Background: an optimization exercise with open tools, aiming at small area, a short achievable clock period and few clock cycles per item. Do not read the settings as production practice.
In this exercise RTL edits were held to simulation tests only and were not proved equivalent to the original.
Power figures rest on the tool's default switching activity, not on a simulated workload.

Design sensor_decode, start of the top module:
module sensor_decode (
    input  wire        clk,
    input  wire        rst,
    input  wire        in_valid,
    output wire        in_ready,
    input  wire [15:0] in_cmd,
    input  wire [7:0]  in_len,
    input  wire [7:0]  in_b0,
    input  wire [7:0]  in_b1,
    input  wire [7:0]  in_b2,
    output reg         out_valid,
    input  wire        out_ready,
    output wire [7:0]  out_status,
    output wire [7:0]  out_unit,
    output wire [63:0] out_f64,
    output wire [15:0] out_int
);
==> module sd_back, before the edit <==
module sd_back (
    input  wire [68:12] e,
    input  wire         o12,
    input  wire         n,
    output wire [63:0]  y
);
    wire [68:12] ee = e ^ {57{n}};                
    wire [21:0] top = ee[68:47];
    reg  [4:0]  lz;
    integer i;
    always @* begin
        lz = 5'd21;
        for (i = 0; i < 22; i = i + 1)
            if (top[i]) lz = 21 - i;
    end
    wire [68:0]  ex0 = {ee, {12{n}}};
    wire [68:0]  s8  = ({69{lz[4]}} & {ex0[52:0], {16{n}}}) | ({69{lz[3]}} & {ex0[60:0], {8{n}}})
                     | ({69{~lz[4] & ~lz[3]}} & ex0);
    wire [68:0]  s4  = lz[2] ? {s8[64:0], {4{n}}} : s8;
    wire [68:0]  s2  = lz[1] ? {s4[66:0], {2{n}}} : s4;
    wire [68:15] s1  = lz[0] ? s2[67:14]          : s2[68:15];
    wire [2:0]  hi3 = e[14:12];
    wire        z   = ~(o12 | (hi3[0] & (lz <= 5'd2)) | (hi3[1] & (lz <= 5'd1))
                          | (hi3[2] & (lz == 5'd0)));
    wire [53:0] v   = s1;
    wire        stk = ~z;
    wire        grd = v[0] ^ (n & z);
    wire        ca  = n & z & v[0];
    wire        inc = ca | (grd & (stk | v[1]));
    wire [10:0] ex  = 11'd1030 - {6'd0, lz};
    wire [51:0] m   = v[52:1];
    wire [12:0] ga;
    genvar g;
    generate
        for (g = 0; g < 13; g = g + 1) begin : g_ga
            assign ga[g] = &m[4*g+3:4*g];
        end
    endgenerate
    reg  [12:0] pg [0:4];
    reg  [12:0] gc;
    integer k, d;
    always @* begin
        pg[0] = ga;
        for (d = 0; d < 4; d = d + 1) begin
            pg[d+1] = pg[d];
            for (k = 0; k < 13; k = k + 1)
                if (((k >> d) & 1) == 1)
                    pg[d+1][k] = pg[d][k] & pg[d][((k >> d) << d) - 1];
        end
        gc[0] = inc;
        for (k = 1; k < 13; k = k + 1)
            gc[k] = inc & pg[4][k-1];
    end
    wire [51:0] c;
    generate
        for (g = 0; g < 13; g = g + 1) begin : g_c
            assign c[4*g]   = gc[g];
            assign c[4*g+1] = gc[g] & m[4*g];
            assign c[4*g+2] = gc[g] & m[4*g] & m[4*g+1];
            assign c[4*g+3] = gc[g] & m[4*g] & m[4*g+1] & m[4*g+2];
        end
    endgenerate
    assign y = {n, ex, m ^ c};
endmodule
==> flow/config.mk <==
export PLATFORM = sky130hd
export DESIGN_NAME = sensor_decode
export DESIGN_NICKNAME = sensor_decode
export VERILOG_FILES = /design/flow/design.v
export SDC_FILE = /design/flow/constraint.sdc
export NUM_CORES = 4
export LEC_CHECK = 0
export CAP_MARGIN = 20
export CORE_MARGIN = 2
export CORE_UTILIZATION = 55
export SLEW_MARGIN = 20
export SYNTH_HIERARCHICAL = 1
==> flow/constraint.sdc <==
create_clock -name core_clock -period 35.0 [get_ports {clk}]
set_input_delay 7.0000 -clock core_clock [delete_from_list [all_inputs] [get_ports {clk}]]
set_output_delay 7.0000 -clock core_clock [all_outputs]
set_load 0.01 [all_outputs]
standard.sh (not shown) runs the stock make flow with config.mk's settings and CLKGATE_MAP_FILE= SYNTH_SCRIPT=/design/flow/synth_recipe.tcl, a recipe that flattens the netlist after the stock synthesis.
==> flow/flow/run.sh <==
#!/bin/bash
# Layout: the standard flow (standard.sh, unchanged synthesis), with
#  - the buffers that synthesis (ABC) inserted removed at floorplan, before
#    the standard repair_design sizes and buffers the netlist again;
#  - ORFS's timing repair asked for more setup slack than the 35 ns clock
#    needs, so that it sizes and buffers the design's real critical paths;
#  - every port buffered with buf_1 rather than the default buffer cell.
set -euo pipefail
cd "$(dirname "$0")/.."
bash standard.sh REMOVE_ABC_BUFFERS=1 SETUP_SLACK_MARGIN=26.9 \
    "BUFFER_PORTS_ARGS=-buffer_cell sky130_fd_sc_hd__buf_1" finish > make_finish.log 2>&1
Testbench counts at the start, summed over its fixed seeds: cycles 32,024, items 32,000.
Next try:
--- a/flow/design.v
+++ b/flow/design.v
@@ -922,39 +922,23 @@
     wire        ca  = n & z & v[0];
     wire        inc = ca | (grd & (stk | v[1]));
     wire [10:0] ex  = 11'd1030 - {6'd0, lz};
     wire [51:0] m   = v[52:1];
-    wire [12:0] ga;
-    genvar g;
-    generate
-        for (g = 0; g < 13; g = g + 1) begin : g_ga
-            assign ga[g] = &m[4*g+3:4*g];
-        end
-    endgenerate
-    reg  [12:0] pg [0:4];
-    reg  [12:0] gc;
+    reg  [51:0] pa [0:6];
+    reg  [51:0] c;
     integer k, d;
     always @* begin
-        pg[0] = ga;
-        for (d = 0; d < 4; d = d + 1) begin
-            pg[d+1] = pg[d];
-            for (k = 0; k < 13; k = k + 1)
+        pa[0] = m;
+        for (d = 0; d < 6; d = d + 1) begin
+            pa[d+1] = pa[d];
+            for (k = 0; k < 52; k = k + 1)
                 if (((k >> d) & 1) == 1)
-                    pg[d+1][k] = pg[d][k] & pg[d][((k >> d) << d) - 1];
+                    pa[d+1][k] = pa[d][k] & pa[d][((k >> d) << d) - 1];
         end
-        gc[0] = inc;
-        for (k = 1; k < 13; k = k + 1)
-            gc[k] = inc & pg[4][k-1];
+        c[0] = inc;
+        for (k = 1; k < 52; k = k + 1)
+            c[k] = inc & pa[6][k-1];
     end
-    wire [51:0] c;
-    generate
-        for (g = 0; g < 13; g = g + 1) begin : g_c
-            assign c[4*g]   = gc[g];
-            assign c[4*g+1] = gc[g] & m[4*g];
-            assign c[4*g+2] = gc[g] & m[4*g] & m[4*g+1];
-            assign c[4*g+3] = gc[g] & m[4*g] & m[4*g+1] & m[4*g+2];
-        end
-    endgenerate
     assign y = {n, ex, m ^ c};
 endmodule
 module sensor_decode (
     input  wire        clk,
Effect: The changed run went through all stages and came out clean; global-route usage came out lower by 0.13 points; final cell count came out higher by 7.0%; count of clock-buffer cells in the layout came out lower by 2; power came out higher by 7.7%; wire length came out higher by 4.5%; combinational power came out higher by about 10%; worst setup slack got worse by 0.051 ns; sequential share of layout area came out lower by 0.67 points; hold slack improved by 0.014 ns; critical path depth is unchanged; die area came out higher by 3.8%; clock skew is about the same; final area came out higher by 3.1%; register-to-register slack got worse by 0.28 ns.
Testbench counts after the change, summed over its fixed seeds: cycles 32,024, items 32,000.

Another version of the RTL of sensor_decode (not shown whole).
For scale: ~2300 cells after synthesis, roughly 23000 um^2 of cells after synthesis.
==> module sd_front, before the edit <==
module sd_front (
    input  wire [15:0] raw,
    input  wire        temp,
    input  wire        ntemp,    
    input  wire        hum,
    output wire [68:0] e,
    output wire        n
);
    wire [15:0] m;
    assign m[0]  = raw >= 16'd2;
    assign m[1]  = raw >= 16'd3;
    assign m[2]  = raw >= 16'd6;
    assign m[3]  = raw >= 16'd12;
    assign m[4]  = raw >= 16'd24;
    assign m[5]  = raw >= 16'd47;
    assign m[6]  = raw >= 16'd94;
    assign m[7]  = raw >= 16'd187;
    assign m[8]  = raw >= 16'd373;
    assign m[9]  = raw >= 16'd746;
    assign m[10] = raw >= 16'd1492;
    assign m[11] = raw >= 16'd2984;
    assign m[12] = raw >= 16'd5968;
    assign m[13] = raw >= 16'd11935;
    assign m[14] = raw >= 16'd23870;
    assign m[15] = raw >= 16'd47739;
    wire [15:0] mt = m & {16{temp}};
    assign n = temp ? (raw < 16'd17474) : (raw < 16'd3146);
    wire [68:0] x, y, q;
    sd_prod  u_prod (.raw(raw), .temp(temp), .ntemp(ntemp), .hum(hum), .mt(mt), .x(x), .y(y));
    sd_add69 u_add  (.a(x), .b(y), .s(q));
    wire        tie = temp & mt[0] & ~|(q[15:0] & mt);
    wire [16:0] at  = {mt, 1'b1} & ~{1'b0, mt};
    wire [16:0] el  = (q[16:0] & ~{1'b0, mt} & ~(at & {17{tie}}))
                    | {1'b0, mt[15:14], 14'd0};
    assign e = {q[68:17], el};
endmodule
==> module sd_back, before the edit <==
module sd_back (
    input  wire [68:12] e,
    input  wire         o12,
    input  wire         n,
    output wire [63:0]  y
);
    wire [21:0] top = e[68:47] ^ {22{n}};
    reg  [4:0]  lz;
    integer i;
    always @* begin
        lz = 5'd21;
        for (i = 0; i < 22; i = i + 1)
            if (top[i]) lz = 21 - i;
    end
    wire [68:0]  ex0 = {e, 12'd0};
    wire [68:0]  s8  = ({69{lz[4]}} & {ex0[52:0], 16'd0}) | ({69{lz[3]}} & {ex0[60:0], 8'd0})
                     | ({69{~lz[4] & ~lz[3]}} & ex0);
    wire [68:0]  s4  = lz[2] ? {s8[64:0], 4'd0} : s8;
    wire [68:0]  s2  = lz[1] ? {s4[66:0], 2'd0} : s4;
    wire [68:15] s1  = lz[0] ? s2[67:14]        : s2[68:15];
    wire [2:0]  hi3 = e[14:12];
    wire        z   = ~(o12 | (hi3[0] & (lz <= 5'd2)) | (hi3[1] & (lz <= 5'd1))
                          | (hi3[2] & (lz == 5'd0)));
    wire [53:0] v   = s1 ^ {54{n}};
    wire        stk = ~z;
    wire        grd = v[0] ^ (n & z);
    wire        ca  = n & z & v[0];
    wire        inc = ca | (grd & (stk | v[1]));
    wire [10:0] ex  = 11'd1030 - {6'd0, lz};
    wire [51:0] m   = v[52:1];
    reg  [51:0] pa [0:6];
    reg  [51:0] c;
    integer k, d;
    always @* begin
        pa[0] = m;
        for (d = 0; d < 6; d = d + 1) begin
            pa[d+1] = pa[d];
            for (k = 0; k < 52; k = k + 1)
                if (((k >> d) & 1) == 1)
                    pa[d+1][k] = pa[d][k] & pa[d][((k >> d) << d) - 1];
        end
        c[0] = inc;
        for (k = 1; k < 52; k = k + 1)
            c[k] = inc & pa[6][k-1];
    end
    assign y = {n, ex, m ^ c};
endmodule
==> module sensor_decode, before the edit <==
module sensor_decode (
    input  wire        clk,
    input  wire        rst,
    input  wire        in_valid,
    output wire        in_ready,
    input  wire [15:0] in_cmd,
    input  wire [7:0]  in_len,
    input  wire [7:0]  in_b0,
    input  wire [7:0]  in_b1,
    input  wire [7:0]  in_b2,
    output reg         out_valid,
    input  wire        out_ready,
    output wire [7:0]  out_status,
    output wire [7:0]  out_unit,
    output wire [63:0] out_f64,
    output wire [15:0] out_int
);
    wire        is_dec = (in_cmd[15:10] == 6'b001000) && (in_cmd[7:0] == 8'd0);
    wire [1:0]  op     = in_cmd[9:8];
    wire        len_ok = op[1] ? (in_len == 8'd3) : (in_len == 8'd2);
    wire [15:0] opnd   = {op[1] ? in_b2 : in_b0,
                          in_b1[7:4], in_b1[3:2] & ~{2{op[1] & op[0]}}, in_b1[1:0]};
    reg         s1_v, s2_v, sk_v, rdy;
    reg  [15:0] s1_d, sk_d;
    reg         s1_t, s1_nt, s1_h, s1_a, sk_t, sk_h, sk_a;
    reg         s1_bad, sk_bad;
    wire   en3  = ~out_valid | out_ready;
    wire   en2  = ~s2_v | en3;
    wire   en1  = ~s1_v | en2;
    assign in_ready = rdy;
    wire   take     = in_valid & ~sk_v & is_dec;    
    wire   i_t = (op == 2'd1), i_h = (op == 2'd0), i_a = op[1];
    always @(posedge clk) begin
        if (rst) begin
            s1_v <= 1'b0;
            sk_v <= 1'b0;
            rdy  <= 1'b1;
        end else if (en1) begin
            s1_v <= sk_v | take;
            sk_v <= 1'b0;
            rdy  <= 1'b1;
        end else if (take) begin
            sk_v <= 1'b1;
            rdy  <= 1'b0;
        end
    end
    always @(posedge clk) begin
        if (en1) begin
            s1_d   <= sk_v ? sk_d   : opnd;
            s1_t   <= sk_v ? sk_t   : i_t;
            s1_nt  <= sk_v ? ~sk_t  : ~i_t;
            s1_h   <= sk_v ? sk_h   : i_h;
            s1_a   <= sk_v ? sk_a   : i_a;
            s1_bad <= sk_v ? sk_bad : ~len_ok;
        end
        if (~sk_v) begin
            sk_d   <= opnd;
            sk_t   <= i_t;
            sk_h   <= i_h;
            sk_a   <= i_a;
            sk_bad <= ~len_ok;
        end
    end
    wire [68:0] f_e;
    wire        f_n;
    sd_front u_front (.raw(s1_d), .temp(s1_t), .ntemp(s1_nt), .hum(s1_h), .e(f_e), .n(f_n));
    reg  [68:12] s2_e;           
    reg         s2_o12;          
    reg         s2_n;
    reg         s2_t, s2_a;
    reg         s2_bad;
    always @(posedge clk) begin
        if (rst)
            s2_v <= 1'b0;
        else if (en2)
            s2_v <= s1_v;
    end
    always @(posedge clk) begin
        if (en2) begin
            s2_e   <= {f_e[68:32], s1_a ? {4'd0, s1_d[3:0], s1_d[15:8]} : f_e[31:16], f_e[15:12]};
            s2_o12 <= |f_e[11:0];
            s2_n   <= f_n;
            s2_t   <= s1_t;
            s2_a   <= s1_a;
            s2_bad <= s1_bad;
        end
    end
    wire [63:0] b_y;
    sd_back u_back (.e(s2_e), .o12(s2_o12), .n(s2_n), .y(b_y));
    reg  [63:0] r_val;           
    reg  [1:0]  r_unit;
    reg         r_bad;
    always @(posedge clk) begin
        if (rst)
            out_valid <= 1'b0;
        else if (en3)
            out_valid <= s2_v;
    end
    always @(posedge clk) begin
        if (en3) begin
            r_val  <= {b_y[63:16], s2_a ? s2_e[31:16] : b_y[15:0]};
            r_unit <= {s2_a, ~s2_t};
            r_bad  <= s2_bad;
        end
    end
    assign out_status = {6'd0, r_bad, 1'b0};
    assign out_unit   = {6'd0, r_unit};
    assign out_f64    = r_val;
    assign out_int    = r_val[15:0];
endmodule
clock: 35.0 ns
lec_check: 0
cap_margin: 20
core_margin: 2
core_utilization: 55
slew_margin: 20
synth_hierarchical: 1
Scripts as last shown in full above: flow/flow/run.sh
Testbench counts at the start, summed over its fixed seeds: cycles 32,024, items 32,000.
Next try:
--- a/flow/design.v
+++ b/flow/design.v
@@ -25,5 +25,5 @@
     assign m[15] = raw >= 16'd47739;
     wire [15:0] mt = m & {16{temp}};
-    assign n = temp ? (raw < 16'd17474) : (raw < 16'd3146);
+    assign n = temp ? (raw < 16'd17474) : hum & (raw < 16'd3146);
     wire [68:0] x, y, q;
     sd_prod  u_prod (.raw(raw), .temp(temp), .ntemp(ntemp), .hum(hum), .mt(mt), .x(x), .y(y));
@@ -926,19 +926,24 @@
     wire [10:0] ex  = 11'd1030 - {6'd0, lz};
     wire [51:0] m   = v[52:1];
-    reg  [51:0] pa [0:6];
-    reg  [51:0] c;
-    integer k, d;
-    always @* begin
-        pa[0] = m;
-        for (d = 0; d < 6; d = d + 1) begin
-            pa[d+1] = pa[d];
-            for (k = 0; k < 52; k = k + 1)
-                if (((k >> d) & 1) == 1)
-                    pa[d+1][k] = pa[d][k] & pa[d][((k >> d) << d) - 1];
+    wire [6:0]  ba;                               
+    wire [6:0]  bc;                               
+    wire [51:0] c;
+    genvar gb, gk;
+    generate
+        for (gb = 0; gb < 7; gb = gb + 1) begin : g_b
+            localparam integer LO = gb * 8;
+            localparam integer HI = (gb * 8 + 7 > 51) ? 51 : gb * 8 + 7;
+            assign ba[gb] = &m[HI:LO];
+            if (gb == 0) begin : g_c0
+                assign bc[gb] = inc;
+            end else begin : g_cn
+                assign bc[gb] = bc[gb-1] & ba[gb-1];
+            end
+            assign c[LO] = bc[gb];
+            for (gk = LO + 1; gk <= HI; gk = gk + 1) begin : g_k
+                assign c[gk] = c[gk-1] & m[gk-1];
+            end
         end
-        c[0] = inc;
-        for (k = 1; k < 52; k = k + 1)
-            c[k] = inc & pa[6][k-1];
-    end
+    endgenerate
     assign y = {n, ex, m ^ c};
 endmodule
@@ -1043,5 +1048,5 @@
     always @(posedge clk) begin
         if (en3) begin
-            r_val  <= {b_y[63:16], s2_a ? s2_e[31:16] : b_y[15:0]};
+            r_val  <= b_y;
             r_unit <= {s2_a, ~s2_t};
             r_bad  <= s2_bad;
What happened:
- power went down by 3.0%
- area after synthesis went down by 1.5%
- final area went down by about 0.8%
- die area went down by 1.5%
- routed wire length went up by about 5%
- fmax stays flat
Testbench counts after the change, summed over its fixed seeds: cycles 32,024, items 32,000.

## what the ideal ports hide
The results above use ideal ports. As a check the final layouts listed here were re-extracted and re-timed, cells and wires unchanged.
Step 1 sets driving cells, clkbuf_16 on the clock port and buf_2 on the other inputs (assumed; they add their load-dependent delay and slew).
Step 2 times the ports against the registers' clock, not the clock port: input delays grow and output delays shrink by t, the midpoint of the rising clock arrivals with the driver on.
a / b / c = ideal ports / drivers / drivers and shift; a / b = the first two.
run	t (ns)	setup WS [ns]	latest minus earliest clock arrival (ns)
the first run of note 1	0.510	26.985 / 26.930 / 26.637	0.013 / 0.013
the second run of note 1	0.534	26.934 / 26.876 / 26.602	0.015 / 0.015
the first run of note 2	0.513	26.979 / 26.928 / 26.599	0.017 / 0.018
the second run of note 2	0.506	26.973 / 26.920 / 26.558	0.014 / 0.013
After both steps setup and hold are still met in every run listed. The setup slack of the second run of note 2, which loses most, moves by -0.053 ns with the drivers and by -0.415 ns with both steps.
